What follows belongs to an exercise in optimizing a design on an open flow for small area, a short achievable clock period and few clock cycles; a production flow would make more cautious choices.
The RTL was checked by simulation tests, not by an equivalence proof against the original design.
Power is estimated from default activity; no workload was simulated.

<file path="design/flow/flow/run.sh">
#!/bin/bash
set -o pipefail
export BUFFER_PORTS_ARGS="-buffer_cell sky130_fd_sc_hd__buf_2"
export SETUP_SLACK_MARGIN=7.0
bash standard.sh > standard.log 2>&1
status=$?
tail -n 40 standard.log
exit $status
</file>
<file path="design/flow/standard.sh">
#!/bin/bash
# synth_recipe.tcl (not shown) runs the flow's synth.tcl, then flattens the netlist and writes it again
# the make line also repeats each setting of config.mk as NAME=value (left out here)
make -C /OpenROAD-flow-scripts/flow DESIGN_CONFIG=/design/flow/config.mk WORK_HOME=/design/flow/orfs CLKGATE_MAP_FILE= SYNTH_SCRIPT=/design/flow/synth_recipe.tcl "${@:-finish}"
</file>
<file path="design/flow/config.mk">
export PLATFORM = sky130hd
export DESIGN_NAME = lpr_tune
export DESIGN_NICKNAME = lpr_tune
export VERILOG_FILES = /design/flow/design.v
export SDC_FILE = /design/flow/constraint.sdc
export NUM_CORES = 4
export LEC_CHECK = 0
export ABC_AREA = 1
export CAP_MARGIN = 20
export CORE_MARGIN = 2
export CORE_UTILIZATION = 40
export CTS_CLUSTER_DIAMETER = 150
export CTS_CLUSTER_SIZE = 24
export SLEW_MARGIN = 20
</file>
<file path="design/flow/constraint.sdc">
create_clock -name core_clock -period 10.0 [get_ports {clk}]
set_input_delay 2.0000 -clock core_clock [delete_from_list [all_inputs] [get_ports {clk}]]
set_output_delay 2.0000 -clock core_clock [all_outputs]
set_load 0.01 [all_outputs]
</file>
<file path="design/flow/design.v">
module lpr_tone_rom_half (
    input  wire [5:0]  lohi,
    output wire [39:0] e
);
    wire [63:0] sel = 64'd1 << lohi;
    assign e[0] = |(sel & 64'h0000C02020D8281A);
    assign e[1] = |(sel & 64'h0000C0E010C8E4F6);
    assign e[2] = |(sel & 64'h000000C0D0E0C4D6);
    assign e[3] = |(sel & 64'h000000001000F8EA);
    assign e[4] = |(sel & 64'h0080808060888874);
    assign e[5] = |(sel & 64'h008040A0D0A0A0D6);
    assign e[6] = |(sel & 64'h00800040E048B4E2);
    assign e[7] = |(sel & 64'h0080C020D0D86CD0);
    assign e[8] = |(sel & 64'h0080C0002028F022);
    assign e[9] = |(sel & 64'h000080A0A0A8A05C);
    assign e[10] = |(sel & 64'h000000C0C0303866);
    assign e[11] = |(sel & 64'h008040A0A09864DC);
    assign e[12] = |(sel & 64'h0000802020C0A47A);
    assign e[13] = |(sel & 64'h0000002020F8207A);
    assign e[14] = |(sel & 64'h000000202000D882);
    assign e[15] = |(sel & 64'h0000C0E0103030CC);
    assign e[16] = |(sel & 64'h0000C00010E8E8D8);
    assign e[17] = |(sel & 64'h008080A04050508E);
    assign e[18] = |(sel & 64'h008080A00000FC8C);
    assign e[19] = |(sel & 64'h0000002080787808);
    assign e[20] = |(sel & 64'h0000C0E0C040BCCC);
    assign e[21] = |(sel & 64'h0000C0E03048F4C4);
    assign e[22] = |(sel & 64'h0080408060289CAC);
    assign e[23] = |(sel & 64'h008000A0D020B4A4);
    assign e[24] = |(sel & 64'h0080004010C0A8B8);
    assign e[25] = |(sel & 64'h000080608068D42A);
    assign e[26] = |(sel & 64'h00000080E088E034);
    assign e[27] = |(sel & 64'h0000C0C0C0303806);
    assign e[28] = |(sel & 64'h008080808040BC44);
    assign e[29] = |(sel & 64'h00808060601858E0);
    assign e[30] = |(sel & 64'h0000C0A0A040BCA4);
    assign e[31] = |(sel & 64'h000000C03068D4CC);
    assign e[32] = |(sel & 64'h008040A090D84C5C);
    assign e[33] = |(sel & 64'h000080C020906896);
    assign e[34] = |(sel & 64'h00000000C0E07018);
    assign e[35] = |(sel & 64'h00000000000080E0);
    assign e[36] = |(sel & 64'h80C0E0F0F8FCFEFF);
    assign e[37] = |(sel & 64'h00808040D0C818D8);
    assign e[38] = |(sel & 64'h0080C0E0A070A0E4);
    assign e[39] = |(sel & 64'h0080C020F0286CAA);
endmodule
module lpr_tone_fold (
    input  wire [5:0] addr,
    output wire [5:0] lohi,
    output wire       swap
);
    wire [2:0] row = addr[5:3];
    wire [2:0] col = addr[2:0];
    assign swap = (row > col);
    assign lohi = swap ? {col, row} : {row, col};
endmodule
module lpr_tone_unfold (
    input  wire [39:0] e,
    input  wire        swap,
    output wire [39:0] data
);
    assign data = swap ? {e[39:36], 4'd11 - e[35:32], ~e[31:0]} : e;
endmodule
module lpr_tone_rom (
    input  wire [5:0]  addr,
    output wire [39:0] data
);
    wire [5:0]  lohi;
    wire        swap;
    wire [39:0] e;
    lpr_tone_fold     u_fold   (.addr(addr), .lohi(lohi), .swap(swap));
    lpr_tone_rom_half u_half   (.lohi(lohi), .e(e));
    lpr_tone_unfold   u_unfold (.e(e), .swap(swap), .data(data));
endmodule
module lpr_tune #(
    parameter [6:0] CFG_BASE_NOTE = 7'd24,
    parameter [6:0] CFG_PB_RANGE  = 7'd1,
    parameter       CFG_ZONE      = 1'b0,
    parameter [6:0] CFG_NUMCH     = 7'd15
) (
    input  wire        clk,
    input  wire        rst,
    input  wire        cmd_valid,
    input  wire [31:0] cmd,
    output wire        cmd_ready,
    output reg         resp_valid,
    output reg  [63:0] resp
);
    assign cmd_ready = 1'b1;
    wire [5:0] lohi0;
    wire       swap0;
    lpr_tone_fold u_fold0 (.addr(cmd[25:20]), .lohi(lohi0), .swap(swap0));
    reg       v1;
    reg [5:0] op1;
    reg [5:0] addr1;
    reg       swap1;
    reg [6:0] imm1;
    reg       zlo1;       
    always @(posedge clk) begin
        if (rst) v1 <= 1'b0;
        else     v1 <= cmd_valid;
        op1   <= cmd[31:26];
        addr1 <= cmd[25:20];
        swap1 <= swap0;
        imm1  <= cmd[19:13];
        zlo1  <= (cmd[12:0] == 13'd0);
    end
    wire z_a    = (addr1 == 6'd0);
    wire z_i    = (imm1 == 7'd0);
    wire z_all  = z_a && z_i && zlo1;
    wire z_addr = z_i && zlo1;
    wire z_imm  = z_a && zlo1;
    wire is_nop  = (op1 == 6'h00) && z_all;
    wire is_base = (op1 == 6'h01) && z_imm;
    wire is_rng  = (op1 == 6'h02) && z_imm;
    wire is_get  = (op1 == 6'h03) && z_addr;
    wire is_rom  = (op1 == 6'h04) && z_addr;
    wire is_stat = (op1 == 6'h15) && z_all;
    wire is_pre  = is_rng && z_i;
    wire is_ill  = !(is_nop || is_base || is_rng || is_get || is_rom || is_stat);
    reg [6:0] base_note;
    reg [6:0] pb_range;
    reg       sticky;
    reg [2:0] rng_e;
    reg [5:0] rng_n;
    reg [2:0] e_i;
    always @(*) begin
        casez (imm1)
            7'b1??????: e_i = 3'd6;
            7'b01?????: e_i = 3'd5;
            7'b001????: e_i = 3'd4;
            7'b0001???: e_i = 3'd3;
            7'b00001??: e_i = 3'd2;
            7'b000001?: e_i = 3'd1;
            default:    e_i = 3'd0;
        endcase
    end
    wire [6:0] rn_i = imm1 << (3'd6 - e_i);
    always @(posedge clk) begin
        if (rst) begin
            base_note <= CFG_BASE_NOTE;
            pb_range  <= CFG_PB_RANGE;
            rng_e     <= 3'd0;
            rng_n     <= 6'd0;
            sticky    <= 1'b0;
        end else if (v1) begin
            if (is_base) base_note <= imm1;
            if (is_rng && !z_i) begin
                pb_range <= imm1;
                rng_e    <= e_i;
                rng_n    <= rn_i[5:0];
            end
            if (is_ill || is_pre) sticky <= 1'b1;
        end
    end
    reg [12:0] m_tab;
    always @(*) begin
        case (rng_n)
            6'd0 : m_tab = 13'd0;
            6'd1 : m_tab = 13'd7936;
            6'd2 : m_tab = 13'd7696;
            6'd3 : m_tab = 13'd7456;
            6'd4 : m_tab = 13'd7230;
            6'd5 : m_tab = 13'd7008;
            6'd6 : m_tab = 13'd6792;
            6'd7 : m_tab = 13'd6584;
            6'd8 : m_tab = 13'd6372;
            6'd9 : m_tab = 13'd6176;
            6'd10: m_tab = 13'd5984;
            6'd11: m_tab = 13'd5790;
            6'd12: m_tab = 13'd5608;
            6'd13: m_tab = 13'd5424;
            6'd14: m_tab = 13'd5256;
            6'd15: m_tab = 13'd5080;
            6'd16: m_tab = 13'd4916;
            6'd17: m_tab = 13'd4756;
            6'd18: m_tab = 13'd4592;
            6'd19: m_tab = 13'd4444;
            6'd20: m_tab = 13'd4292;
            6'd21: m_tab = 13'd4144;
            6'd22: m_tab = 13'd4000;
            6'd23: m_tab = 13'd3862;
            6'd24: m_tab = 13'd3724;
            6'd25: m_tab = 13'd3588;
            6'd26: m_tab = 13'd3464;
            6'd27: m_tab = 13'd3328;
            6'd28: m_tab = 13'd3208;
            6'd29: m_tab = 13'd3088;
            6'd30: m_tab = 13'd2964;
            6'd31: m_tab = 13'd2848;
            6'd32: m_tab = 13'd2732;
            6'd33: m_tab = 13'd2624;
            6'd34: m_tab = 13'd2508;
            6'd35: m_tab = 13'd2400;
            6'd36: m_tab = 13'd2295;
            6'd37: m_tab = 13'd2192;
            6'd38: m_tab = 13'd2080;
            6'd39: m_tab = 13'd1992;
            6'd40: m_tab = 13'd1892;
            6'd41: m_tab = 13'd1792;
            6'd42: m_tab = 13'd1696;
            6'd43: m_tab = 13'd1616;
            6'd44: m_tab = 13'd1520;
            6'd45: m_tab = 13'd1428;
            6'd46: m_tab = 13'd1340;
            6'd47: m_tab = 13'd1256;
            6'd48: m_tab = 13'd1171;
            6'd49: m_tab = 13'd1088;
            6'd50: m_tab = 13'd1008;
            6'd51: m_tab = 13'd928;
            6'd52: m_tab = 13'd848;
            6'd53: m_tab = 13'd776;
            6'd54: m_tab = 13'd696;
            6'd55: m_tab = 13'd624;
            6'd56: m_tab = 13'd546;
            6'd57: m_tab = 13'd476;
            6'd58: m_tab = 13'd404;
            6'd59: m_tab = 13'd328;
            6'd60: m_tab = 13'd264;
            6'd61: m_tab = 13'd198;
            6'd62: m_tab = 13'd132;
            6'd63: m_tab = 13'd64;
            default: m_tab = 13'd0;
        endcase
    end
    reg [12:0] ml;      
    reg [2:0]  msh;     
    always @(posedge clk) begin
        ml  <= m_tab;
        msh <= rng_e + {2'd0, (rng_n != 6'd0)};
    end
    wire [5:0]  lohi1 = swap1 ? {addr1[2:0], addr1[5:3]} : addr1;    
    wire [39:0] e1, rd1;
    lpr_tone_rom_half u_half   (.lohi(lohi1), .e(e1));
    lpr_tone_unfold   u_unfold (.e(e1), .swap(swap1), .data(rd1));
    reg        v2, get2, rom2, stat2, err2, ill2;
    reg [39:0] rd2;
    always @(posedge clk) begin
        if (rst) v2 <= 1'b0;
        else     v2 <= v1;
        get2  <= is_get;
        rom2  <= is_rom;
        stat2 <= is_stat;
        err2  <= is_ill | is_pre;
        ill2  <= is_ill;
        rd2   <= rd1;
    end
    wire [7:0] note_sum = {1'b0, base_note} + {4'd0, rd2[35:32]};
    wire [6:0] note_sat = note_sum[7] ? 7'd127 : note_sum[6:0];
    wire [12:0] dd = rd2[31:19];
    wire fs0 = 1'b1 ^ (dd[12] & ml[0]);
    wire fc0 = 1'b1 & (dd[12] & ml[0]);
    wire fs1 = (dd[12] & ml[1]) ^ (dd[11] & ml[2]);
    wire fc1 = (dd[12] & ml[1]) & (dd[11] & ml[2]);
    wire fs2 = (dd[11] & ml[0]) ^ (dd[10] & ml[1]) ^ (dd[9] & ml[2]);
    wire fc2 = ((dd[11] & ml[0]) & (dd[10] & ml[1])) | ((dd[9] & ml[2]) & ((dd[11] & ml[0]) ^ (dd[10] & ml[1])));
    wire fs3 = (dd[8] & ml[3]) ^ (dd[7] & ml[4]);
    wire fc3 = (dd[8] & ml[3]) & (dd[7] & ml[4]);
    wire fs4 = (dd[11] & ml[1]) ^ (dd[10] & ml[2]) ^ (dd[9] & ml[3]);
    wire fc4 = ((dd[11] & ml[1]) & (dd[10] & ml[2])) | ((dd[9] & ml[3]) & ((dd[11] & ml[1]) ^ (dd[10] & ml[2])));
    wire fs5 = (dd[8] & ml[4]) ^ (dd[7] & ml[5]) ^ (dd[6] & ml[6]);
    wire fc5 = ((dd[8] & ml[4]) & (dd[7] & ml[5])) | ((dd[6] & ml[6]) & ((dd[8] & ml[4]) ^ (dd[7] & ml[5])));
    wire fs6 = (dd[5] & ml[7]) ^ (dd[4] & ml[8]) ^ (dd[3] & ml[9]);
    wire fc6 = ((dd[5] & ml[7]) & (dd[4] & ml[8])) | ((dd[3] & ml[9]) & ((dd[5] & ml[7]) ^ (dd[4] & ml[8])));
    wire fs7 = (dd[10] & ml[3]) ^ (dd[9] & ml[4]) ^ (dd[8] & ml[5]);
    wire fc7 = ((dd[10] & ml[3]) & (dd[9] & ml[4])) | ((dd[8] & ml[5]) & ((dd[10] & ml[3]) ^ (dd[9] & ml[4])));
    wire fs8 = (dd[7] & ml[6]) ^ (dd[6] & ml[7]) ^ (dd[5] & ml[8]);
    wire fc8 = ((dd[7] & ml[6]) & (dd[6] & ml[7])) | ((dd[5] & ml[8]) & ((dd[7] & ml[6]) ^ (dd[6] & ml[7])));
    wire fs9 = (dd[4] & ml[9]) ^ (dd[3] & ml[10]) ^ (dd[2] & ml[11]);
    wire fc9 = ((dd[4] & ml[9]) & (dd[3] & ml[10])) | ((dd[2] & ml[11]) & ((dd[4] & ml[9]) ^ (dd[3] & ml[10])));
    wire fs10 = (dd[1] & ml[12]) ^ dd[0];
    wire fc10 = (dd[1] & ml[12]) & dd[0];
    wire fs11 = (dd[12] & ml[2]) ^ (dd[11] & ml[3]) ^ (dd[10] & ml[4]);
    wire fc11 = ((dd[12] & ml[2]) & (dd[11] & ml[3])) | ((dd[10] & ml[4]) & ((dd[12] & ml[2]) ^ (dd[11] & ml[3])));
    wire fs12 = (dd[9] & ml[5]) ^ (dd[8] & ml[6]) ^ (dd[7] & ml[7]);
    wire fc12 = ((dd[9] & ml[5]) & (dd[8] & ml[6])) | ((dd[7] & ml[7]) & ((dd[9] & ml[5]) ^ (dd[8] & ml[6])));
    wire fs13 = (dd[6] & ml[8]) ^ (dd[5] & ml[9]) ^ (dd[4] & ml[10]);
    wire fc13 = ((dd[6] & ml[8]) & (dd[5] & ml[9])) | ((dd[4] & ml[10]) & ((dd[6] & ml[8]) ^ (dd[5] & ml[9])));
    wire fs14 = (dd[3] & ml[11]) ^ (dd[2] & ml[12]) ^ dd[1];
    wire fc14 = ((dd[3] & ml[11]) & (dd[2] & ml[12])) | (dd[1] & ((dd[3] & ml[11]) ^ (dd[2] & ml[12])));
    wire fs15 = (dd[12] & ml[3]) ^ (dd[11] & ml[4]) ^ (dd[10] & ml[5]);
    wire fc15 = ((dd[12] & ml[3]) & (dd[11] & ml[4])) | ((dd[10] & ml[5]) & ((dd[12] & ml[3]) ^ (dd[11] & ml[4])));
    wire fs16 = (dd[9] & ml[6]) ^ (dd[8] & ml[7]) ^ (dd[7] & ml[8]);
    wire fc16 = ((dd[9] & ml[6]) & (dd[8] & ml[7])) | ((dd[7] & ml[8]) & ((dd[9] & ml[6]) ^ (dd[8] & ml[7])));
    wire fs17 = (dd[6] & ml[9]) ^ (dd[5] & ml[10]) ^ (dd[4] & ml[11]);
    wire fc17 = ((dd[6] & ml[9]) & (dd[5] & ml[10])) | ((dd[4] & ml[11]) & ((dd[6] & ml[9]) ^ (dd[5] & ml[10])));
    wire fs18 = (dd[12] & ml[4]) ^ (dd[11] & ml[5]) ^ (dd[10] & ml[6]);
    wire fc18 = ((dd[12] & ml[4]) & (dd[11] & ml[5])) | ((dd[10] & ml[6]) & ((dd[12] & ml[4]) ^ (dd[11] & ml[5])));
    wire fs19 = (dd[9] & ml[7]) ^ (dd[8] & ml[8]) ^ (dd[7] & ml[9]);
    wire fc19 = ((dd[9] & ml[7]) & (dd[8] & ml[8])) | ((dd[7] & ml[9]) & ((dd[9] & ml[7]) ^ (dd[8] & ml[8])));
    wire fs20 = (dd[12] & ml[5]) ^ (dd[11] & ml[6]) ^ (dd[10] & ml[7]);
    wire fc20 = ((dd[12] & ml[5]) & (dd[11] & ml[6])) | ((dd[10] & ml[7]) & ((dd[12] & ml[5]) ^ (dd[11] & ml[6])));
    wire fs21 = (dd[6] & ml[5]) ^ (dd[5] & ml[6]) ^ (dd[4] & ml[7]);
    wire fc21 = ((dd[6] & ml[5]) & (dd[5] & ml[6])) | ((dd[4] & ml[7]) & ((dd[6] & ml[5]) ^ (dd[5] & ml[6])));
    wire fs22 = (dd[3] & ml[8]) ^ (dd[2] & ml[9]);
    wire fc22 = (dd[3] & ml[8]) & (dd[2] & ml[9]);
    wire fs23 = (dd[2] & ml[10]) ^ (dd[1] & ml[11]) ^ (dd[0] & ml[12]);
    wire fc23 = ((dd[2] & ml[10]) & (dd[1] & ml[11])) | ((dd[0] & ml[12]) & ((dd[2] & ml[10]) ^ (dd[1] & ml[11])));
    wire fs24 = fs0 ^ fs6 ^ fs5;
    wire fc24 = (fs0 & fs6) | (fs5 & (fs0 ^ fs6));
    wire fs25 = fs4 ^ fc3;
    wire fc25 = fs4 & fc3;
    wire fs26 = fs1 ^ fc0 ^ fs10;
    wire fc26 = (fs1 & fc0) | (fs10 & (fs1 ^ fc0));
    wire fs27 = fs9 ^ fs8 ^ fs7;
    wire fc27 = (fs9 & fs8) | (fs7 & (fs9 ^ fs8));
    wire fs28 = fc6 ^ fc5 ^ fc4;
    wire fc28 = (fc6 & fc5) | (fc4 & (fc6 ^ fc5));
    wire fs29 = fc1 ^ fs14 ^ fs13;
    wire fc29 = (fc1 & fs14) | (fs13 & (fc1 ^ fs14));
    wire fs30 = fs12 ^ fs11 ^ fc10;
    wire fc30 = (fs12 & fs11) | (fc10 & (fs12 ^ fs11));
    wire fs31 = fc9 ^ fc8 ^ fc7;
    wire fc31 = (fc9 & fc8) | (fc7 & (fc9 ^ fc8));
    wire fs32 = (dd[3] & ml[12]) ^ dd[2] ^ fs17;
    wire fc32 = ((dd[3] & ml[12]) & dd[2]) | (fs17 & ((dd[3] & ml[12]) ^ dd[2]));
    wire fs33 = fs16 ^ fs15 ^ fc14;
    wire fc33 = (fs16 & fs15) | (fc14 & (fs16 ^ fs15));
    wire fs34 = fc13 ^ fc12 ^ fc11;
    wire fc34 = (fc13 & fc12) | (fc11 & (fc13 ^ fc12));
    wire fs35 = (dd[6] & ml[10]) ^ (dd[5] & ml[11]) ^ (dd[4] & ml[12]);
    wire fc35 = ((dd[6] & ml[10]) & (dd[5] & ml[11])) | ((dd[4] & ml[12]) & ((dd[6] & ml[10]) ^ (dd[5] & ml[11])));
    wire fs36 = dd[3] ^ fs19 ^ fs18;
    wire fc36 = (dd[3] & fs19) | (fs18 & (dd[3] ^ fs19));
    wire fs37 = fc17 ^ fc16 ^ fc15;
    wire fc37 = (fc17 & fc16) | (fc15 & (fc17 ^ fc16));
    wire fs38 = (dd[9] & ml[8]) ^ (dd[8] & ml[9]) ^ (dd[7] & ml[10]);
    wire fc38 = ((dd[9] & ml[8]) & (dd[8] & ml[9])) | ((dd[7] & ml[10]) & ((dd[9] & ml[8]) ^ (dd[8] & ml[9])));
    wire fs39 = (dd[6] & ml[11]) ^ (dd[5] & ml[12]) ^ dd[4];
    wire fc39 = ((dd[6] & ml[11]) & (dd[5] & ml[12])) | (dd[4] & ((dd[6] & ml[11]) ^ (dd[5] & ml[12])));
    wire fs40 = fs20 ^ fc19 ^ fc18;
    wire fc40 = (fs20 & fc19) | (fc18 & (fs20 ^ fc19));
    wire fs41 = (dd[12] & ml[6]) ^ (dd[11] & ml[7]) ^ (dd[10] & ml[8]);
    wire fc41 = ((dd[12] & ml[6]) & (dd[11] & ml[7])) | ((dd[10] & ml[8]) & ((dd[12] & ml[6]) ^ (dd[11] & ml[7])));
    wire fs42 = (dd[9] & ml[9]) ^ (dd[8] & ml[10]) ^ (dd[7] & ml[11]);
    wire fc42 = ((dd[9] & ml[9]) & (dd[8] & ml[10])) | ((dd[7] & ml[11]) & ((dd[9] & ml[9]) ^ (dd[8] & ml[10])));
    wire fs43 = (dd[6] & ml[12]) ^ dd[5] ^ fc20;
    wire fc43 = ((dd[6] & ml[12]) & dd[5]) | (fc20 & ((dd[6] & ml[12]) ^ dd[5]));
    wire fs44 = (dd[12] & ml[7]) ^ (dd[11] & ml[8]) ^ (dd[10] & ml[9]);
    wire fc44 = ((dd[12] & ml[7]) & (dd[11] & ml[8])) | ((dd[10] & ml[9]) & ((dd[12] & ml[7]) ^ (dd[11] & ml[8])));
    wire fs45 = (dd[9] & ml[10]) ^ (dd[8] & ml[11]) ^ (dd[7] & ml[12]);
    wire fc45 = ((dd[9] & ml[10]) & (dd[8] & ml[11])) | ((dd[7] & ml[12]) & ((dd[9] & ml[10]) ^ (dd[8] & ml[11])));
    wire fs46 = (dd[12] & ml[8]) ^ (dd[11] & ml[9]) ^ (dd[10] & ml[10]);
    wire fc46 = ((dd[12] & ml[8]) & (dd[11] & ml[9])) | ((dd[10] & ml[10]) & ((dd[12] & ml[8]) ^ (dd[11] & ml[9])));
    wire fs47 = (dd[1] & ml[10]) ^ (dd[0] & ml[11]) ^ fs3;
    wire fc47 = ((dd[1] & ml[10]) & (dd[0] & ml[11])) | (fs3 & ((dd[1] & ml[10]) ^ (dd[0] & ml[11])));
    wire fs48 = fc2 ^ fs25 ^ fs24;
    wire fc48 = (fc2 & fs25) | (fs24 & (fc2 ^ fs25));
    wire fs49 = fs23 ^ fc22;
    wire fc49 = fs23 & fc22;
    wire fs50 = fs28 ^ fs27 ^ fs26;
    wire fc50 = (fs28 & fs27) | (fs26 & (fs28 ^ fs27));
    wire fs51 = fc25 ^ fc24 ^ fc23;
    wire fc51 = (fc25 & fc24) | (fc23 & (fc25 ^ fc24));
    wire fs52 = fs31 ^ fs30 ^ fs29;
    wire fc52 = (fs31 & fs30) | (fs29 & (fs31 ^ fs30));
    wire fs53 = fc28 ^ fc27 ^ fc26;
    wire fc53 = (fc28 & fc27) | (fc26 & (fc28 ^ fc27));
    wire fs54 = fs34 ^ fs33 ^ fs32;
    wire fc54 = (fs34 & fs33) | (fs32 & (fs34 ^ fs33));
    wire fs55 = fc31 ^ fc30 ^ fc29;
    wire fc55 = (fc31 & fc30) | (fc29 & (fc31 ^ fc30));
    wire fs56 = fs37 ^ fs36 ^ fs35;
    wire fc56 = (fs37 & fs36) | (fs35 & (fs37 ^ fs36));
    wire fs57 = fc34 ^ fc33 ^ fc32;
    wire fc57 = (fc34 & fc33) | (fc32 & (fc34 ^ fc33));
    wire fs58 = fs40 ^ fs39 ^ fs38;
    wire fc58 = (fs40 & fs39) | (fs38 & (fs40 ^ fs39));
    wire fs59 = fc37 ^ fc36 ^ fc35;
    wire fc59 = (fc37 & fc36) | (fc35 & (fc37 ^ fc36));
    wire fs60 = fs43 ^ fs42 ^ fs41;
    wire fc60 = (fs43 & fs42) | (fs41 & (fs43 ^ fs42));
    wire fs61 = fc40 ^ fc39 ^ fc38;
    wire fc61 = (fc40 & fc39) | (fc38 & (fc40 ^ fc39));
    wire fs62 = dd[6] ^ fs45 ^ fs44;
    wire fc62 = (dd[6] & fs45) | (fs44 & (dd[6] ^ fs45));
    wire fs63 = fc43 ^ fc42 ^ fc41;
    wire fc63 = (fc43 & fc42) | (fc41 & (fc43 ^ fc42));
    wire fs64 = (dd[9] & ml[11]) ^ (dd[8] & ml[12]) ^ dd[7];
    wire fc64 = ((dd[9] & ml[11]) & (dd[8] & ml[12])) | (dd[7] & ((dd[9] & ml[11]) ^ (dd[8] & ml[12])));
    wire fs65 = fs46 ^ fc45 ^ fc44;
    wire fc65 = (fs46 & fc45) | (fc44 & (fs46 ^ fc45));
    wire fs66 = (dd[12] & ml[9]) ^ (dd[11] & ml[10]) ^ (dd[10] & ml[11]);
    wire fc66 = ((dd[12] & ml[9]) & (dd[11] & ml[10])) | ((dd[10] & ml[11]) & ((dd[12] & ml[9]) ^ (dd[11] & ml[10])));
    wire fs67 = (dd[9] & ml[12]) ^ dd[8] ^ fc46;
    wire fc67 = ((dd[9] & ml[12]) & dd[8]) | (fc46 & ((dd[9] & ml[12]) ^ dd[8]));
    wire fs68 = (dd[12] & ml[10]) ^ (dd[11] & ml[11]) ^ (dd[10] & ml[12]);
    wire fc68 = ((dd[12] & ml[10]) & (dd[11] & ml[11])) | ((dd[10] & ml[12]) & ((dd[12] & ml[10]) ^ (dd[11] & ml[11])));
    wire fs69 = fs2 ^ fs22;
    wire fc69 = fs2 & fs22;
    wire fs70 = fc21 ^ fs49 ^ fs48;
    wire fc70 = (fc21 & fs49) | (fs48 & (fc21 ^ fs49));
    wire fs71 = fs51 ^ fs50 ^ fc49;
    wire fc71 = (fs51 & fs50) | (fc49 & (fs51 ^ fs50));
    wire fs72 = fs53 ^ fs52 ^ fc51;
    wire fc72 = (fs53 & fs52) | (fc51 & (fs53 ^ fs52));
    wire fs73 = fs55 ^ fs54 ^ fc53;
    wire fc73 = (fs55 & fs54) | (fc53 & (fs55 ^ fs54));
    wire fs74 = fs57 ^ fs56 ^ fc55;
    wire fc74 = (fs57 & fs56) | (fc55 & (fs57 ^ fs56));
    wire fs75 = fs59 ^ fs58 ^ fc57;
    wire fc75 = (fs59 & fs58) | (fc57 & (fs59 ^ fs58));
    wire fs76 = fs61 ^ fs60 ^ fc59;
    wire fc76 = (fs61 & fs60) | (fc59 & (fs61 ^ fs60));
    wire fs77 = fs63 ^ fs62 ^ fc61;
    wire fc77 = (fs63 & fs62) | (fc61 & (fs63 ^ fs62));
    wire fs78 = fs65 ^ fs64 ^ fc63;
    wire fc78 = (fs65 & fs64) | (fc63 & (fs65 ^ fs64));
    wire fs79 = fs67 ^ fs66 ^ fc65;
    wire fc79 = (fs67 & fs66) | (fc65 & (fs67 ^ fs66));
    wire fs80 = dd[9] ^ fs68 ^ fc67;
    wire fc80 = (dd[9] & fs68) | (fc67 & (dd[9] ^ fs68));
    wire fs81 = (dd[12] & ml[11]) ^ (dd[11] & ml[12]) ^ dd[10];
    wire fc81 = ((dd[12] & ml[11]) & (dd[11] & ml[12])) | (dd[10] & ((dd[12] & ml[11]) ^ (dd[11] & ml[12])));
    reg        v3, get3, rom3, stat3, err3, ill3;
    reg [42:0] pl3;
    reg [6:0]  aux3;
    always @(posedge clk) begin
        if (rst) v3 <= 1'b0;
        else     v3 <= v2;
        get3  <= get2;
        rom3  <= rom2;
        stat3 <= stat2;
        err3  <= err2;
        ill3  <= ill2;
        pl3   <= get2  ? {{dd[12], (dd[12] & ml[12]), dd[11], fc81, fc68, fs81, fc80, fc66, fs80, fc79, fc64, fs79, fc78, fc62, fs78, fc77, fc60, fs77, fc76, fc58, fs76, fc75, fc56, fs75, fc74, fc54, fs74, fc73, fc52, fs73, fc72, fc50, fs72, fc71, fc48, fs71, fc70, fc47, fs70, fc69, fs21, fs47, fs69}}
               : stat2 ? {35'd0, pb_range, sticky}
               : {3'd0, rd2};
        aux3  <= stat2 ? base_note : note_sat;
    end
    wire fs82 = pl3[2] ^ pl3[1];
    wire fc82 = pl3[2] & pl3[1];
    wire fs83 = pl3[5] ^ pl3[4] ^ pl3[3];
    wire fc83 = (pl3[5] & pl3[4]) | (pl3[3] & (pl3[5] ^ pl3[4]));
    wire fs84 = pl3[8] ^ pl3[7] ^ pl3[6];
    wire fc84 = (pl3[8] & pl3[7]) | (pl3[6] & (pl3[8] ^ pl3[7]));
    wire fs85 = pl3[11] ^ pl3[10] ^ pl3[9];
    wire fc85 = (pl3[11] & pl3[10]) | (pl3[9] & (pl3[11] ^ pl3[10]));
    wire fs86 = pl3[14] ^ pl3[13] ^ pl3[12];
    wire fc86 = (pl3[14] & pl3[13]) | (pl3[12] & (pl3[14] ^ pl3[13]));
    wire fs87 = pl3[17] ^ pl3[16] ^ pl3[15];
    wire fc87 = (pl3[17] & pl3[16]) | (pl3[15] & (pl3[17] ^ pl3[16]));
    wire fs88 = pl3[20] ^ pl3[19] ^ pl3[18];
    wire fc88 = (pl3[20] & pl3[19]) | (pl3[18] & (pl3[20] ^ pl3[19]));
    wire fs89 = pl3[23] ^ pl3[22] ^ pl3[21];
    wire fc89 = (pl3[23] & pl3[22]) | (pl3[21] & (pl3[23] ^ pl3[22]));
    wire fs90 = pl3[26] ^ pl3[25] ^ pl3[24];
    wire fc90 = (pl3[26] & pl3[25]) | (pl3[24] & (pl3[26] ^ pl3[25]));
    wire fs91 = pl3[29] ^ pl3[28] ^ pl3[27];
    wire fc91 = (pl3[29] & pl3[28]) | (pl3[27] & (pl3[29] ^ pl3[28]));
    wire fs92 = pl3[32] ^ pl3[31] ^ pl3[30];
    wire fc92 = (pl3[32] & pl3[31]) | (pl3[30] & (pl3[32] ^ pl3[31]));
    wire fs93 = pl3[35] ^ pl3[34] ^ pl3[33];
    wire fc93 = (pl3[35] & pl3[34]) | (pl3[33] & (pl3[35] ^ pl3[34]));
    wire fs94 = pl3[38] ^ pl3[37] ^ pl3[36];
    wire fc94 = (pl3[38] & pl3[37]) | (pl3[36] & (pl3[38] ^ pl3[37]));
    wire fs95 = pl3[41] ^ pl3[40] ^ pl3[39];
    wire fc95 = (pl3[41] & pl3[40]) | (pl3[39] & (pl3[41] ^ pl3[40]));
    wire [15:0] sx3 = {1'b0, fc95, fc94, fc93, fc92, fc91, fc90, fc89, fc88, fc87, fc86, fc85, fc84, fc83, fc82, fs82};
    wire [15:0] sy3 = {1'b0, pl3[42], fs95, fs94, fs93, fs92, fs91, fs90, fs89, fs88, fs87, fs86, fs85, fs84, fs83, pl3[0]};
    wire [15:0] prod = sx3 + sy3;    
    wire [13:0] p_hi = prod[15:2];
    wire [12:0] q = p_hi >> msh;
    wire [63:0] r_get  = {18'd0, aux3, 1'b1, q, 25'd0};
    wire [63:0] r_rom  = {2'd0, pl3[39:32], 22'd0, pl3[31:0]};
    wire [63:0] r_stat = {11'd0, pl3[0], CFG_ZONE, aux3, pl3[7:1], CFG_NUMCH, 30'd0};
    wire [63:0] r_next = {err3, ill3, 62'd0}
                       | (get3  ? r_get  : 64'd0)
                       | (rom3  ? r_rom  : 64'd0)
                       | (stat3 ? r_stat : 64'd0);
    always @(posedge clk) begin
        if (rst) resp_valid <= 1'b0;
        else     resp_valid <= v3;
        resp <= r_next;
    end
endmodule
</file>
==> flow_summary_export.csv, run 1 <==
group,metric,value,unit
timing,setup_viol,0,
hold_path,hold_depth,0,
synthesis,synth_cell_types,50,
layout,area_growth_syn_to_layout,10.08,%
floorplanning,rows,68,
timing,min_period,3.028,ns
route,dr.first_iter.drc_count,1145,
route,wl_per_cell,17.22,um
layout,layout.filler_cells,3547,
setup_path,criticalPathCategory,"reg -> reg",
timing,final_hold_viol_count,0,
floorplanning,die_w,189.9,um
cts,htreeDepth,1,
timing,timing.fmax,330.3,MHz
timing,fin_skew,0.01730,ns
cts,clk_latency,0.49,ns
global_route,grt_pass1_wl,66.04,mm
pwr,ir_drop,0.0001663,V
setup_path,required,10.42,ns
hold_path,hold_path.class,"reg -> reg",
synthesis,syn_inst,1937,
hold_path,hp-start,"err3",
cts,cts_root_buf,"clkbuf_16",
layout,final_area,0.01521,sq mm
layout,mostFrequentLayoutCells,"544 x nand2_1, 283 x inv_1, 206 x dfxtp_1",
cts,cts_tree,"built",
global_route,track_usage,23.36,%
route,final_antenna_net_count,0,
global_route,grt_max_degree,58,
timing,tightest_slew,0.8135,ns
global_route,grt_antenna_before_repair,0,
cts,clock_sinks,227,
floorplanning,core,0.03429,sq mm
synthesis,yosys_warnings,1,
setup_path,worstSetupStartpoint,"rd2[26]",
route,drc_errors,0,
layout,final_core_utilization,44.37,%
synthesis,synth_edf_count,0,
timing,rsz0062_at_grt,"yes",
route,drtPass1Iterations,5,
run_status,status,"finished clean",
timing,relSlewSlack,45.57,%
synthesis,ys_async_sr_fraction,0,%
synthesis,syn_avg_cell_area,7.134,sq um
floorplanning,dieArea,0.03605,sq mm
pwr,powerDensity,217.0,mW/mm^2
route,vias_per_cell,5.183,
layout,fin_cells,2460,
placed_design,postPlaceCellArea,0.01462,sq mm
setup_path,setup.worst_path.start_class,"register",
placed_design,port_buffers,97,
layout,final_common_cell,"nand2_1",
synthesis,ys.flop_type,"dfxtp_1",
global_route,grt_overflow,0,
route,wl,42.35,mm
cts,cts_made_buffers,13,
placed_design,place.gp.congestion,0.9497,
layout,layout.nets,2172,
setup_path,reg2reg_slack,6.97,ns
hold_path,hold_end,"resp[63]",
layout,antennaDiodeCount,0,
global_route,grt_pass1_vias,11970,
floorplanning,die_y,189.9,um
cts,clock_path_buffers,3,
timing,finalSetupTns,0,ns
synthesis,syn_area,0.01382,sq mm
floorplanning,start_util,40.30,%
timing,period_share,30.28,%
layout,final_layout_size_suffix_gt1_share,10.02,%
setup_path,reg2reg_to,"pl3[4]",
placed_design,dp_hpwl,33.70,mm
floorplanning,top_level_ports,101,
synthesis,yosys_register_bits,227,
placed_design,post-place-cells,2425,
cts,clkSlewWorstSetupHoldPaths,0.10,ns
timing,drv_slew,0,
setup_path,crit_path_end_kind,"register",
cts,cts_hold_buf,0,
setup_path,crit_fanout,9,
flow_run,cap_violations,0,
setup_path,r2r_start,"rd2[26]",
setup_path,rr_worst_depth,8,
synthesis,seq_area_frac_synth,32.88,%
pwr,p_leak,8.207,nW
setup_path,critPathArrivalTime,3.45,ns
route,vias,12750,
-- where the power goes --
part | internal [mW] | switching [mW]
logic | 0.536 | 1.01
registers | 1.06 | 0.153
clock network | 0.240 | 0.303
-- worst max path at each step --
stage,to,slack [ns],depth (start not counted)
2_1_floorplan,pl3[7],6.97,9
3_3_place_gp,pl3[7],6.77,8
3_5_place_dp,pl3[4],6.72,8
4_1_cts,pl3[4],6.90,8
5_1_grt,pl3[4],6.89,8
6_report,pl3[4],6.97,8
-- sequential cells by signal (all words and copies together) (netlist names), 3 cells and up --
signal / count
rng_e: 3
addr1: 6
base_note: 7
pb_range: 7
resp: 62
imm1: 7
rng_n: 6
aux3: 7
msh: 3
op1: 6
rd2: 40
pl3: 43
ml: 13
-- layout make-up --
class / count / area [sq um] / share of cell area (%)
Tap cell: 455 / 569.3 / 3.742
Timing Repair Buffer: 121 / 676.9 / 4.450
Sequential cell: 227 / 4618 / 30.36
Inverter: 292 / 1096 / 7.205
Multi-Input combinational cell: 1350 / 7901 / 51.94
Clock inverter: 2 / 25.02 / 0.1645
Clock buffer: 13 / 325.3 / 2.139
-- logic make-up (layout without fill, tap and decap cells) --
logic type	Yosys count	after routing	share of synthesized area (%)
xor gates and xnor gates	19	19	1.204
buffers and inverters	361	428	10.03
adders and majority gates	132	132	16.73
AOI/OAI and AO/OA	205	205	8.610
other	2	3	0.05434
DFF	227	227	32.88
and+or+nand+nor	991	991	30.48
-- worst max-delay path, stage by stage (launching register included) --
cell	delay, ns
dfxtp_4	0.43
nand2_1	0.09
fa_1	0.49
fa_1	0.54
fa_1	0.56
inv_1	0.07
fa_1	0.57
nor2_1	0.07
a21oi_2	0.15
-- stage by stage --
stage	hold WS (ns)	power [mW]	worst slack, ns
final	0.3352	3.301	6.972
after global routing	0.3467	3.574	6.885
after CTS	0.3363	3.275	6.902
after detailed placement	0.3136	2.716	6.721
after global placement	0.3130	2.710	6.770
after floorplan	0.3096	2.268	6.971
-- cell usage after synthesis (all sizes together), types with 3 or more instances --
master  instances  share of area (%)
nand3b          5               0.27
nor4            3               0.14
a22o            3               0.19
xor2           16                1.0
nand2         558                 15
dfxtp         227                 33
a22oi           5               0.27
buf            16               0.66
nand4          32                1.4
o211ai         10               0.54
clkbuf         53                1.4
a211oi          3               0.16
and2            4               0.18
inv           291                7.9
o22ai           4               0.18
o21ai          88                3.5
nand3         182                6.7
a21oi          71                2.6
fa             88                 13
ha             44                4.0
nor2          168                4.8
xnor2           3               0.19
nor3           36                1.4
a31oi           7               0.32
-- per-layer routing --
layer  vias up  wire [um]  global-route usage (%)
met2       465      19150                   37.30
met1      5993      19280                   32.72
met5         -          0                       0
li1       6214          -                       -
met3        79       2364                   2.601
met4         0       1560                   8.408
-- repair_timing --
| action | CTS | global route |
|---|---|---|
| buffers inserted | 2 | 18 |
| gates cloned | 0 | 0 |
| resized for setup | 29 | 15 |
| pin swaps | 1 | 5 |
| setup endpoints to repair | 15 | 32 |
Testbench counts, summed over its fixed seeds: cycles 2,592.
==> run 2, diff against run 1 <==
==> design/flow/flow/run.sh (replaced) <==
#!/bin/bash
set -o pipefail
export BUFFER_PORTS_ARGS="-buffer_cell sky130_fd_sc_hd__buf_2"
export SETUP_SLACK_MARGIN=6.8
bash standard.sh > standard.log 2>&1
status=$?
tail -n 40 standard.log
exit $status
==> flow_summary_export.csv, run 2 <==
group,metric,value,unit
pwr,powerDensity,217.0,mW/mm^2
route,vias,12590,
layout,mostFrequentLayoutCells,"544 x nand2_1, 283 x inv_1, 209 x dfxtp_1",
placed_design,port_buffers,97,
global_route,track_usage,23.29,%
synthesis,syn_inst,1937,
global_route,grt_pass1_wl,65.68,mm
layout,largest-register,"resp",
route,final_antenna_net_count,0,
synthesis,yosysMostFrequentCell,"nand2_1",
synthesis,synth-simple-area-share,30.48,%
timing,relSlewSlack,44.25,%
setup_path,rr_worst_depth,8,
synthesis,synth_edf_count,0,
layout,final_common_cell,"nand2_1",
hold_path,hold_path.class,"reg -> reg",
flow_run,cap_violations,0,
global_route,grt_max_degree,58,
synthesis,yosys.area.top_type,"dfxtp_1",
route,drc_errors,0,
floorplanning,die_y,189.9,um
layout,largest_reg_flops,62,
pwr,ir_drop,0.0001234,V
synthesis,ys_top_cells_by_count,"544 x nand2_1, 283 x inv_1, 227 x dfxtp_1, 179 x nand3_1, 160 x nor2_1",
placed_design,dp_hpwl,33.97,mm
floorplanning,start_util,40.30,%
timing,rsz0062_at_grt,"yes",
layout,layout.filler_cells,3510,
route,wl,42.19,mm
global_route,use_met3,3.007,%
floorplanning,dieArea,0.03605,sq mm
synthesis,syn_area,0.01382,sq mm
run_status,status,"finished clean",
placed_design,postPlaceCellArea,0.01461,sq mm
global_route,top_usage_layer,"met2",
timing,drv_slew,0,
timing,final_hold_viol_count,0,
cts,cts_tree,"built",
global_route,grt_overflow,0,
hold_path,hold_depth,0,
layout,top_regs,"resp x62, pl3 x43, rd2 x40",
timing,finalSetupTns,0,ns
setup_path,cpMostUsedCell,"fa_1",
synthesis,yosys_warnings,1,
setup_path,max_stage_delay,0.55,ns
synthesis,seq_area_frac_synth,32.88,%
global_route,use_met2,37.62,%
synthesis,yosysTopAreaCellShare,32.88,%
timing,timing.fmax,324.4,MHz
layout,multi_input_area,0.007893,sq mm
cts,clock_path_buffers,3,
pwr,p_leak,8.090,nW
cts,cts_root_buf,"clkbuf_16",
setup_path,critPathArrivalTime,3.51,ns
global_route,grt_antenna_before_repair,1,
hold_path,hold_end,"resp[63]",
global_route,grt_use_met1,32.15,%
layout,antennaDiodeCount,0,
synthesis,syn_avg_cell_area,7.134,sq um
synthesis,synthXorXnorAreaFrac,1.204,%
cts,clkSlewWorstSetupHoldPaths,0.10,ns
setup_path,r2r_start,"rd2[25]",
setup_path,crit_fanout,10,
synthesis,synth-adder-area-share,16.73,%
setup_path,crit_path_end_kind,"register",
cts,cts_made_buffers,13,
setup_path,reg2reg_to,"pl3[4]",
setup_path,crit_path_top_delay_cell,"fa_1",
synthesis,ys_async_sr_fraction,0,%
timing,fin_skew,0.01743,ns
setup_path,reg2reg_slack,6.92,ns
synthesis,synth_mux_area_share,0,%
floorplanning,top_level_ports,101,
setup_path,criticalPathCategory,"reg -> reg",
timing,period_share,30.83,%
setup_path,required,10.42,ns
placed_design,place.gp.congestion,0.9432,
floorplanning,die_w,189.9,um
route,dr.first_iter.drc_count,1111,
timing,min_period,3.083,ns
layout,layout.nets,2151,
route,drtPass1Iterations,6,
route,vias_per_cell,5.162,
setup_path,crit_chain,"nand2_1, fa_1, fa_1, fa_1, inv_1, fa_1, nor2_1, a21oi_1",
route,wl_per_cell,17.30,um
cts,clock_sinks,227,
timing,tightest_slew,0.8351,ns
synthesis,synth_top_family_by_area,"simple AND/OR/NAND/NOR gates",
synthesis,synth_cell_types,50,
synthesis,netlist_top_cells_area,"dfxtp_1 33%, nand2_1 15%, fa_1 13%, inv_1 7.7%, nand3_1 6.5%",
floorplanning,core,0.03429,sq mm
timing,setup_viol,0,
layout,final_layout_size_suffix_gt1_share,8.871,%
setup_path,setup.worst_path.start_class,"register",
floorplanning,rows,68,
cts,htreeDepth,1,
hold_path,hp-start,"err3",
cts,clk_latency,0.49,ns
synthesis,synth_compound_area_share,8.610,%
layout,seqCellArea,0.004567,sq mm
global_route,grt_pass1_vias,11830,
synthesis,ys.flop_type,"dfxtp_1",
layout,area_growth_syn_to_layout,8.447,%
synthesis,yosys_register_bits,227,
layout,final_area,0.01499,sq mm
-- run 2: how the worst max path moves through the flow --
| stage | from | endpoint | slack, ns | cells after the start |
|---|---|---|---|---|
| after CTS | ml[11] | pl3[7] | 6.79 | 8 |
| after global routing | ml[5] | pl3[4] | 6.74 | 8 |
| after global placement | rd2[29] | pl3[7] | 6.78 | 8 |
| after floorplan | rd2[27] | pl3[7] | 6.93 | 9 |
| after detailed placement | rd2[29] | pl3[7] | 6.74 | 8 |
| final | rd2[25] | pl3[4] | 6.92 | 8 |
-- run 2: area by class of cell --
class / instances / area share [%]
clock inverters: 2 / 0.1670
clock buffers: 13 / 2.171
flip-flops and latches: 227 / 30.47
inverters: 292 / 7.313
repair buffers: 100 / 3.415
well taps: 455 / 3.799
multi-input cells: 1350 / 52.66
-- run 2: metrics by stage --
step	utilization [%]	total power, mW	instances	setup WS, ns	hold WS (ns)
floorplan	-	2.267	1938	6.932	0.3096
global placement	42.61	2.719	2424	6.777	0.3134
detailed placement	42.61	2.727	2424	6.736	0.3121
CTS	43.65	3.272	2439	6.788	0.3334
global route	43.71	3.527	2439	6.739	0.3367
finish	43.71	3.253	2439	6.917	0.3322
-- run 2: routing by layer --
metal  vias to the layer above  part of all wire [%]
met3                        75                   6.5
met4                         2                   3.6
met5                         -                 0.026
met1                      5855                    44
li1                       6168                     -
met2                       490                    45
-- run 2: kinds of logic (layout without fill, tap and decap cells) --
kind of cell               count (synthesis)  after routing
AOI/OAI and AO/OA                        205            205
adders and majority gates                132            132
and+or+nand+nor                          991            991
buffers and inverters                    361            407
DFF                                      227            227
other                                      2              3
xor gates and xnor gates                  19             19
-- run 2: critical path, delay by kind of cell, from the launching register on --
kind | cells | cell delay [ns]
DFF | 1 | 0.49
buffers and inverters | 1 | 0.05
adders and majority gates | 4 | 2.14
AOI/OAI and AO/OA | 1 | 0.17
and+or+nand+nor | 2 | 0.17
-- run 2: where the power goes --
group          switching [mW]  total (mW)  internal (mW)
logic                   0.989        1.50          0.509
clock network           0.297       0.536          0.239
registers               0.168        1.22           1.05
-- run 2: timing repair --
| item | in CTS | in global routing |
|---|---|---|
| endpoints found under the setup margin | 3 | 14 |
| resized for setup | 5 | 13 |
| hold endpoints to repair | 0 | 0 |
| setup buffers | 0 | 0 |
| gates cloned | 0 | 0 |
| hold buffers | 0 | 0 |
==> run 3, diff against run 2 <==
--- a/design/flow/design.v
+++ b/design/flow/design.v
@@ -122,33 +122,28 @@
     reg [6:0] pb_range;
     reg       sticky;
     reg [2:0] rng_e;
-    reg [5:0] rng_n;
-    reg [2:0] e_i;
     always @(*) begin
-        casez (imm1)
-            7'b1??????: e_i = 3'd6;
-            7'b01?????: e_i = 3'd5;
-            7'b001????: e_i = 3'd4;
-            7'b0001???: e_i = 3'd3;
-            7'b00001??: e_i = 3'd2;
-            7'b000001?: e_i = 3'd1;
-            default:    e_i = 3'd0;
+        casez (pb_range)
+            7'b1??????: rng_e = 3'd6;
+            7'b01?????: rng_e = 3'd5;
+            7'b001????: rng_e = 3'd4;
+            7'b0001???: rng_e = 3'd3;
+            7'b00001??: rng_e = 3'd2;
+            7'b000001?: rng_e = 3'd1;
+            default:    rng_e = 3'd0;
         endcase
     end
-    wire [6:0] rn_i = imm1 << (3'd6 - e_i);
+    wire [6:0] rn_full = pb_range << (3'd6 - rng_e);
+    wire [5:0] rng_n = rn_full[5:0];
     always @(posedge clk) begin
         if (rst) begin
             base_note <= CFG_BASE_NOTE;
             pb_range  <= CFG_PB_RANGE;
-            rng_e     <= 3'd0;
-            rng_n     <= 6'd0;
             sticky    <= 1'b0;
         end else if (v1) begin
             if (is_base) base_note <= imm1;
             if (is_rng && !z_i) begin
                 pb_range <= imm1;
-                rng_e    <= e_i;
-                rng_n    <= rn_i[5:0];
             end
             if (is_ill || is_pre) sticky <= 1'b1;
         end
==> flow_summary_export.csv, run 3 <==
group,metric,value,unit
floorplanning,start_util,40.50,%
pwr,swShare,44.86,%
synthesis,synth_edf_count,0,
floorplanning,core,0.03345,sq mm
route,vias_per_cell,5.223,
timing,fin_skew,0.02193,ns
hold_path,hp-start,"ill2",
layout,fin_cells,2363,
setup_path,rr_worst_depth,8,
pwr,powerDensity,222.4,mW/mm^2
layout,top_regs,"resp x62, pl3 x43, rd2 x40",
placed_design,dp_hpwl,32.94,mm
floorplanning,dieArea,0.03535,sq mm
placed_design,port_buffers,97,
layout,largest_reg_flops,62,
pwr,power_frac_comb,46.7,%
route,wl,41.86,mm
synthesis,seq_area_frac_synth,32.22,%
synthesis,yosys_register_bits,218,
setup_path,worstSetupStartpoint,"ml[4]",
setup_path,setup.worst_path.start_class,"register",
global_route,track_usage,23.58,%
floorplanning,die_w,188.0,um
route,drtPass1Iterations,7,
setup_path,required,10.42,ns
timing,drv_slew,0,
pwr,clock_power_share,16.1,%
placed_design,place.gp.congestion,0.9850,
cts,clock_sinks,218,
cts,postCtsSetupBuffers,0,
synthesis,yosysTopAreaCellShare,32.22,%
global_route,grt_pass1_vias,11650,
cts,htreeDepth,1,
synthesis,synth_cell_types,49,
timing,rsz0062_at_grt,"yes",
pwr,p_leak,7.977,nW
timing,setup_viol,0,
route,drc_errors,0,
cts,clock_path_buffers,3,
timing,period_share,31.04,%
pwr,p_seq_share,37.2,%
setup_path,cpLargestDelayFamily,"adder cells",
layout,largest-register,"resp",
setup_path,reg2reg_to,"pl3[4]",
layout,final_common_cell,"nand2_1",
synthesis,netlist_top_cells_area,"dfxtp_1 32%, nand2_1 15%, fa_1 13%, nand3_1 7.3%, inv_1 7.2%",
global_route,grt_antenna_before_repair,1,
global_route,grt_overflow,0,
synthesis,ys_top_cells_by_count,"526 x nand2_1, 260 x inv_1, 218 x dfxtp_1, 198 x nand3_1, 127 x nor2_1",
cts,cts_made_buffers,13,
layout,final_core_utilization,44.33,%
cts,cts_root_buf,"clkbuf_16",
setup_path,crit_chain,"nand2_1, fa_1, fa_1, fa_1, inv_1, fa_1, nor2_1, a21oi_1",
hold_path,hold_end,"ill3",
timing,hold_ws,0.3320,ns
setup_path,max_stage_delay,0.59,ns
synthesis,syn_avg_cell_area,7.279,sq um
flow_run,cap_violations,0,
setup_path,cpMostUsedCell,"fa_1",
route,final_antenna_net_count,0,
route,vias,12340,
setup_path,r2r_start,"ml[4]",
setup_path,crit_path_end_kind,"register",
synthesis,yosysMostFrequentCell,"nand2_1",
cts,clkSlewWorstSetupHoldPaths,0.10,ns
hold_path,hold_depth,0,
setup_path,crit_buf_inv,1,
setup_path,reg2reg_slack,6.90,ns
hold_path,hold_path.class,"reg -> reg",
timing,min_period,3.104,ns
synthesis,yosys.area.top_type,"dfxtp_1",
floorplanning,top_level_ports,101,
synthesis,ys.flop_type,"dfxtp_1",
timing,relSlewSlack,46.88,%
layout,area_growth_syn_to_layout,9.477,%
synthesis,syn_inst,1861,
floorplanning,rows,67,
cts,cts_tree,"built",
timing,timing.fmax,322.2,MHz
placed_design,dp_slack,6.559,ns
global_route,grt_pass1_wl,65.85,mm
layout,layout.nets,2084,
timing,setup_ws,6.896,ns
synthesis,syn_area,0.01355,sq mm
pwr,ir_drop,0.0001557,V
layout,final_area,0.01483,sq mm
timing,tightest_slew,0.7896,ns
synthesis,ys_async_sr_fraction,0,%
setup_path,critPathArrivalTime,3.52,ns
timing,final_hold_viol_count,0,
timing,finalSetupTns,0,ns
run_status,status,"finished clean",
setup_path,criticalPathCategory,"reg -> reg",
layout,antennaDiodeCount,0,
cts,clk_latency,0.48,ns
setup_path,crit_fanout,6,
route,wl_per_cell,17.72,um
layout,mostFrequentLayoutCells,"521 x nand2_1, 257 x inv_1, 198 x dfxtp_1",
synthesis,yosys_warnings,1,
global_route,grt_max_degree,52,
pwr,power_switching,1.479,mW
route,dr.first_iter.drc_count,1188,
setup_path,crit_path_top_delay_cell,"dfxtp_1",
placed_design,post-place-cells,2349,
layout,final_layout_size_suffix_gt1_share,11.28,%
pwr,intPower,1.818,mW
layout,layout.filler_cells,3451,
pwr,p_total,3.298,mW
placed_design,postPlaceCellArea,0.01437,sq mm
floorplanning,die_y,188.0,um
-- run 3: cell count changes in the layout (fill, tap and decap cells not counted), sizes merged, moves of 9 or more --
cell   change
nand2     -19
nor2      -25
o21ai     -26
dfxtp      -9
nand3     +16
inv       -17
nand4      +9
xor2      +17
-- run 3: area by class of cell --
type	instances	area (sq um)	share of cell area, %
repair buffers	104	554.3	3.738
clock inverters	1	30.03	0.2025
inverters	276	1042	7.028
multi-input cells	1303	7925	53.44
clock buffers	13	325.3	2.194
flip-flops and latches	218	4392	29.62
well taps	448	560.5	3.780
-- run 3: power groups by stage --
stage / Sequential, mW / Clock, mW / Combinational [mW]
floorplan: 1.13 / 0 / 1.18
global route: 1.25 / 0.580 / 1.74
global placement: 1.24 / 0 / 1.52
detailed placement: 1.25 / 0 / 1.52
CTS: 1.23 / 0.548 / 1.53
finish: 1.23 / 0.531 / 1.54
-- run 3: how the worst max path moves through the flow --
stage / end / slack [ns] / cells past startpoint
floorplan: pl3[7] / 6.96 / 9
finish: pl3[4] / 6.90 / 8
detailed placement: msh[2] / 6.56 / 13
CTS: pl3[7] / 6.80 / 8
global route: ml[4] / 6.73 / 15
global placement: ml[2] / 6.67 / 13
-- run 3: what timing repair did --
item	in CTS	in global routing
endpoints found under the setup margin	23	25
hold buffers	0	0
gates resized for setup	17	25
-- run 3: metal layers --
layer | up-vias | share of wire, % | track usage, %
met5 | - | 0 | 0
met4 | 0 | 3.5 | 8.056
met3 | 106 | 6.6 | 2.882
met2 | 555 | 46 | 38.19
met1 | 5757 | 44 | 32.54
li1 | 5925 | - | -
-- run 3: cell families after synthesis --
logic type | Yosys count | share of synthesized area (%)
xor gates and xnor gates | 37 | 2.448
other | 2 | 0.05544
AOI/OAI and AO/OA | 152 | 6.521
DFF | 218 | 32.22
buffers and inverters | 341 | 9.764
adders and majority gates | 133 | 17.16
and+or+nand+nor | 978 | 31.83
Testbench counts of run 3, summed over its fixed seeds: cycles 2,592.
==> run 4, diff against run 3 <==
==> design/flow/flow/run.sh (replaced) <==
#!/bin/bash
set -o pipefail
export BUFFER_PORTS_ARGS="-buffer_cell sky130_fd_sc_hd__buf_2"
export SETUP_SLACK_MARGIN=7.0
bash standard.sh > standard.log 2>&1
status=$?
tail -n 40 standard.log
exit $status
==> flow_summary_export.csv, run 4 <==
group,metric,value,unit
timing,fin_skew,0.02241,ns
route,vias,12340,
floorplanning,core,0.03345,sq mm
cts,clk_latency,0.48,ns
setup_path,crit_buf_inv,1,
cts,cts_tree,"built",
route,dr.first_iter.drc_count,940,
global_route,use_met2,38.53,%
floorplanning,die_y,188.0,um
flow_run,cap_violations,0,
route,wl,41.87,mm
synthesis,syn_area,0.01355,sq mm
synthesis,syn_avg_cell_area,7.279,sq um
route,drc_errors,0,
setup_path,crit_fanout,1,
placed_design,post-place-cells,2349,
layout,area_growth_syn_to_layout,13.01,%
placed_design,dp_slack,6.597,ns
timing,finalSetupTns,0,ns
timing,min_period,2.953,ns
hold_path,hold_end,"ill3",
synthesis,syn_inst,1861,
setup_path,critPathArrivalTime,0.95,ns
synthesis,synth_edf_count,0,
setup_path,max_stage_delay,0.34,ns
route,wl_per_cell,17.48,um
setup_path,criticalPathCategory,"reg -> out",
timing,relSlewSlack,49.28,%
synthesis,yosysMostFrequentCell,"nand2_1",
global_route,use_met3,3.013,%
pwr,p_leak,8.189,nW
cts,htreeDepth,1,
layout,top_regs,"resp x62, pl3 x43, rd2 x40",
setup_path,reg2reg_to,"pl3[13]",
synthesis,netlist_top_cells_area,"dfxtp_1 32%, nand2_1 15%, fa_1 13%, nand3_1 7.3%, inv_1 7.2%",
setup_path,cpLargestDelayFamily,"flip-flops",
cts,cts_root_buf,"clkbuf_16",
layout,final_layout_size_suffix_gt1_share,13.76,%
layout,mostFrequentLayoutCells,"519 x nand2_1, 255 x inv_1, 192 x nand3_1",
setup_path,rr_worst_depth,9,
timing,tightest_slew,0.7529,ns
run_status,status,"finished clean",
timing,setup_viol,0,
floorplanning,rows,67,
cts,cts_made_buffers,13,
hold_path,hold_path.class,"reg -> reg",
layout,largest-register,"resp",
placed_design,port_buffers,97,
floorplanning,start_util,40.50,%
cts,cts_hold_buf,0,
pwr,ir_drop,0.0001249,V
timing,drv_slew,0,
timing,rsz0062_at_grt,"yes",
cts,clock_sinks,218,
synthesis,yosys_register_bits,218,
placed_design,dp_hpwl,32.78,mm
synthesis,synth_cell_types,49,
floorplanning,die_w,188.0,um
global_route,grt_pass1_wl,65.74,mm
synthesis,ys.flop_type,"dfxtp_1",
global_route,grt_pass1_vias,11910,
layout,fin_cells,2396,
synthesis,seq_area_frac_synth,32.22,%
global_route,track_usage,23.40,%
global_route,top_usage_layer,"met2",
route,drtPass1Iterations,7,
setup_path,crit_path_top_delay_cell,"dfxtp_1",
layout,final_common_cell,"nand2_1",
route,final_antenna_net_count,0,
cts,clkSlewWorstSetupHoldPaths,0.09,ns
synthesis,yosys_warnings,1,
setup_path,crit_chain,"buf_2",
pwr,powerDensity,218.8,mW/mm^2
timing,final_hold_viol_count,0,
cts,clock_path_buffers,3,
timing,timing.fmax,338.7,MHz
hold_path,hp-start,"ill2",
timing,hold_ws,0.3292,ns
timing,period_share,29.53,%
route,vias_per_cell,5.151,
setup_path,required,8.00,ns
synthesis,ys_top_cells_by_count,"526 x nand2_1, 260 x inv_1, 218 x dfxtp_1, 198 x nand3_1, 127 x nor2_1",
setup_path,crit_path_end_kind,"output pin",
floorplanning,dieArea,0.03535,sq mm
setup_path,setup.worst_path.start_class,"register",
hold_path,hold_depth,0,
pwr,p_total,3.349,mW
floorplanning,top_level_ports,101,
synthesis,ys_async_sr_fraction,0,%
layout,layout.nets,2116,
timing,setup_ws,7.047,ns
layout,largest_reg_flops,62,
layout,antennaDiodeCount,0,
global_route,grt_max_degree,52,
setup_path,reg2reg_slack,7.06,ns
global_route,grt_overflow,0,
synthesis,yosys.area.top_type,"dfxtp_1",
global_route,grt_antenna_before_repair,0,
setup_path,r2r_start,"rd2[23]",
placed_design,place.gp.congestion,0.9643,
global_route,grt_use_met1,31.62,%
synthesis,yosysTopAreaCellShare,32.22,%
run 4: logic make-up (layout without fill, tap and decap cells):
| family | count (synthesis) | count (layout) | synth area share [%] |
|---|---|---|---|
| compound gates | 152 | 152 | 6.521 |
| xor+xnor | 37 | 37 | 2.448 |
| fa+ha+maj | 133 | 133 | 17.16 |
| buf+inv | 341 | 427 | 9.764 |
| flops | 218 | 218 | 32.22 |
| other cells | 2 | 3 | 0.05544 |
| simple gates | 978 | 978 | 31.83 |
run 4: worst max-delay path by stage:
| stage | startpoint | endpoint | slack, ns | depth (start not counted) |
|---|---|---|---|---|
| 2_1_floorplan | rd2[28] | pl3[7] | 6.98 | 9 |
| 3_3_place_gp | pb_range[5] | msh[2] | 6.69 | 13 |
| 3_5_place_dp | pb_range[5] | msh[2] | 6.60 | 13 |
| 4_1_cts | pb_range[5] | msh[2] | 6.97 | 14 |
| 5_1_grt | pb_range[1] | msh[2] | 6.93 | 17 |
| 6_report | resp[2] | resp[2] | 7.05 | 1 |
run 4: cell type report:
cell class | instances | area [sq um]
Fill cell | 3348 | 18140
Multi-Input combinational cell | 1303 | 8031
Sequential cell | 218 | 4443
Inverter | 276 | 1050
Timing Repair Buffer | 136 | 863.3
Tap cell | 448 | 560.5
Clock buffer | 14 | 339.1
Clock inverter | 1 | 20.02
run 4: what timing repair did:
action	4_1_cts	5_1_grt
pin swaps	0	9
cloned	0	1
buffers inserted	3	28
gates resized for setup	41	49
endpoints found under the setup margin	31	44
run 4: layer usage:
metal | share of wire (%) | routed length [um]
met3 | 6.3 | 2620
met4 | 3.6 | 1526
met2 | 46 | 19310
met5 | 0 | 0
met1 | 44 | 18420
run 4: power breakdown:
group	internal, mW	leakage, nW	switching, mW
logic	0.583	6.20	1.01
registers	1.03	1.81	0.180
clock network	0.248	0.177	0.291
total	1.86	8.19	1.49
run 4: through the flow:
step,utilization (%),area (sq um)
CTS,44.42,14860
global placement,42.95,14370
finish,45.76,15310
floorplan,-,13550
global route,45.76,15310
detailed placement,42.95,14370
==> run 5, diff against run 4 <==
--- a/design/flow/config.mk
+++ b/design/flow/config.mk
@@ -8,7 +8,7 @@
 export ABC_AREA = 1
 export CAP_MARGIN = 20
 export CORE_MARGIN = 2
-export CORE_UTILIZATION = 40
-export CTS_CLUSTER_DIAMETER = 150
-export CTS_CLUSTER_SIZE = 24
+export CORE_UTILIZATION = 45
+export CTS_CLUSTER_DIAMETER = 100
+export CTS_CLUSTER_SIZE = 30
 export SLEW_MARGIN = 20
==> flow_summary_export.csv, run 5 <==
group,metric,value,unit
cts,clock_path_buffers,3,
setup_path,crit_fanout,1,
route,drc_errors,0,
cts,clkSlewWorstSetupHoldPaths,0.10,ns
run_status,status,"finished clean",
setup_path,crit_buf_inv,1,
placed_design,dp_hpwl,33.83,mm
pwr,powerDensity,223.5,mW/mm^2
cts,cts_root_buf,"clkbuf_16",
synthesis,synth_cell_types,49,
timing,drv_slew,0,
timing,setup_ws,7.037,ns
timing,tightest_slew,0.6999,ns
cts,cts_made_buffers,12,
layout,largest-register,"resp",
cts,cts_hold_buf,0,
global_route,grt_max_degree,52,
floorplanning,core,0.02964,sq mm
route,vias_per_cell,5.306,
hold_path,hold_path.class,"reg -> reg",
setup_path,crit_cells,1,
synthesis,yosys_warnings,1,
cts,clk_latency,0.50,ns
setup_path,criticalPathCategory,"reg -> out",
synthesis,yosys_register_bits,218,
synthesis,syn_avg_cell_area,7.279,sq um
setup_path,crit_chain,"buf_2",
layout,multi_input_area,0.008005,sq mm
timing,min_period,2.963,ns
timing,setup_viol,0,
layout,largest_reg_flops,62,
synthesis,yosys.area.top_type,"dfxtp_1",
layout,layout.nets,2117,
route,vias,12430,
synthesis,yosysMostFrequentCell,"nand2_1",
route,dr.first_iter.drc_count,933,
synthesis,netlist_top_cells_area,"dfxtp_1 32%, nand2_1 15%, fa_1 13%, nand3_1 7.3%, inv_1 7.2%",
setup_path,required,8.00,ns
layout,final_layout_size_suffix_gt1_share,14.34,%
setup_path,cpLargestDelayFamily,"flip-flops",
global_route,grt_pass1_wl,66.47,mm
placed_design,port_buffers,97,
global_route,grt_overflow,0,
setup_path,reg2reg_to,"pl3[7]",
cts,cts_tree,"built",
setup_path,worstSetupStartpoint,"resp[47]",
floorplanning,start_util,45.70,%
synthesis,seq_area_frac_synth,32.22,%
synthesis,yosysTopAreaCellShare,32.22,%
layout,top_regs,"resp x62, pl3 x43, rd2 x40",
timing,fin_skew,0.02606,ns
floorplanning,rows,63,
route,wl,42.86,mm
placed_design,dp_slack,6.482,ns
route,drtPass1Iterations,6,
timing,final_hold_viol_count,0,
flow_run,cap_violations,0,
synthesis,syn_inst,1861,
setup_path,rr_worst_depth,8,
layout,seqCellArea,0.004456,sq mm
layout,layout.filler_cells,2991,
synthesis,synth_edf_count,0,
cts,htreeDepth,1,
setup_path,setup.worst_path.end,"resp[47]",
layout,mostFrequentLayoutCells,"516 x nand2_1, 254 x inv_1, 195 x nand3_1",
timing,rsz0062_at_grt,"yes",
cts,clock_sinks,218,
synthesis,syn_area,0.01355,sq mm
global_route,grt_pass1_vias,12160,
global_route,track_usage,27.12,%
setup_path,crit_path_top_delay_cell,"dfxtp_1",
placed_design,place.gp.congestion,0.9994,
pwr,p_leak,8.188,nW
floorplanning,die_y,177.5,um
floorplanning,die_w,177.5,um
setup_path,setup.worst_path.start_class,"register",
layout,area_growth_syn_to_layout,12.22,%
synthesis,ys_async_sr_fraction,0,%
setup_path,crit_path_end_kind,"output pin",
layout,antennaDiodeCount,0,
timing,relSlewSlack,53.27,%
pwr,ir_drop,0.0001370,V
floorplanning,top_level_ports,101,
synthesis,ys_top_cells_by_count,"526 x nand2_1, 260 x inv_1, 218 x dfxtp_1, 198 x nand3_1, 127 x nor2_1",
synthesis,ys.flop_type,"dfxtp_1",
global_route,grt_antenna_before_repair,0,
layout,final_core_utilization,51.29,%
timing,timing.fmax,337.5,MHz
timing,finalSetupTns,0,ns
route,wl_per_cell,18.29,um
layout,final_common_cell,"nand2_1",
setup_path,reg2reg_slack,7.10,ns
setup_path,max_stage_delay,0.33,ns
floorplanning,dieArea,0.03150,sq mm
setup_path,r2r_start,"rd2[28]",
timing,period_share,29.63,%
route,final_antenna_net_count,0,
setup_path,critPathArrivalTime,0.96,ns
-- run 5: cell counts after synthesis --
Identical to the previous run, type by type.
-- run 5: stage by stage --
step | power, mW | instance area, sq um | hold WS, ns | std cells
5_1_grt | 3.659 | 15200 | 0.3441 | 2343
6_report | 3.398 | 15200 | 0.3347 | 2343
3_3_place_gp | 2.805 | 14290 | 0.3100 | 2291
2_1_floorplan | 2.310 | 13550 | 0.3096 | 1862
3_5_place_dp | 2.804 | 14290 | 0.3132 | 2291
4_1_cts | 3.360 | 14800 | 0.3377 | 2312
-- run 5: repair_timing --
action                     4_1_cts  5_1_grt
buffers inserted                 3       30
cloned                           0        1
gates resized for setup         46       55
pin swaps                        0       12
setup endpoints to repair       32       61
-- run 5: layer usage --
layer	global-route usage (%)	vias up	part of all wire, %
li1	-	6029	-
met1	34.84	5844	43
met2	47.03	450	48
met3	2.099	109	4.5
met4	11.17	0	4.4
met5	0	-	0
-- run 5: where the power goes --
part / switching, mW / internal [mW] / total (mW) / leakage [nW]
registers: 0.173 / 1.03 / 1.21 / 1.81
logic: 1.06 / 0.583 / 1.64 / 6.19
clock network: 0.310 / 0.238 / 0.548 / 0.183
-- run 5: final cells by class --
type / instances / area share, %
multi-input cells: 1304 / 52.66
flip-flops and latches: 218 / 29.31
inverters: 276 / 6.881
repair buffers: 137 / 5.408
well taps: 390 / 3.210
clock buffers: 13 / 2.000
clock inverters: 5 / 0.5268
-- run 5: cell families (layout without fill, tap and decap cells) --
logic type,after synthesis,after routing,synth area share (%)
AO/OA/AOI/OAI,152,152,6.521
XOR/XNOR,37,37,2.448
adder cells (fa/ha/maj),133,133,17.16
buffers and inverters,341,431,9.764
flip-flops,218,218,32.22
other,2,3,0.05544
AND/OR/NAND/NOR,978,979,31.83
-- run 5: worst min path at each step --
stage | from | endpoint | slack, ns | cells past startpoint
3_5_place_dp | err2 | err3 | 0.31 | 0
5_1_grt | ill3 | resp[62] | 0.34 | 0
4_1_cts | err2 | err3 | 0.34 | 0
2_1_floorplan | err2 | err3 | 0.31 | 0
3_3_place_gp | err3 | resp[63] | 0.31 | 0
6_report | err2 | err3 | 0.33 | 0

Setup slack of run 5, layout unchanged: 7.037 ns with ideal ports, 6.980 ns with driving cells assumed (clock clkbuf_16, inputs buf_2), 7.089 ns with port delays also shifted by the 0.544 ns mid clock arrival.
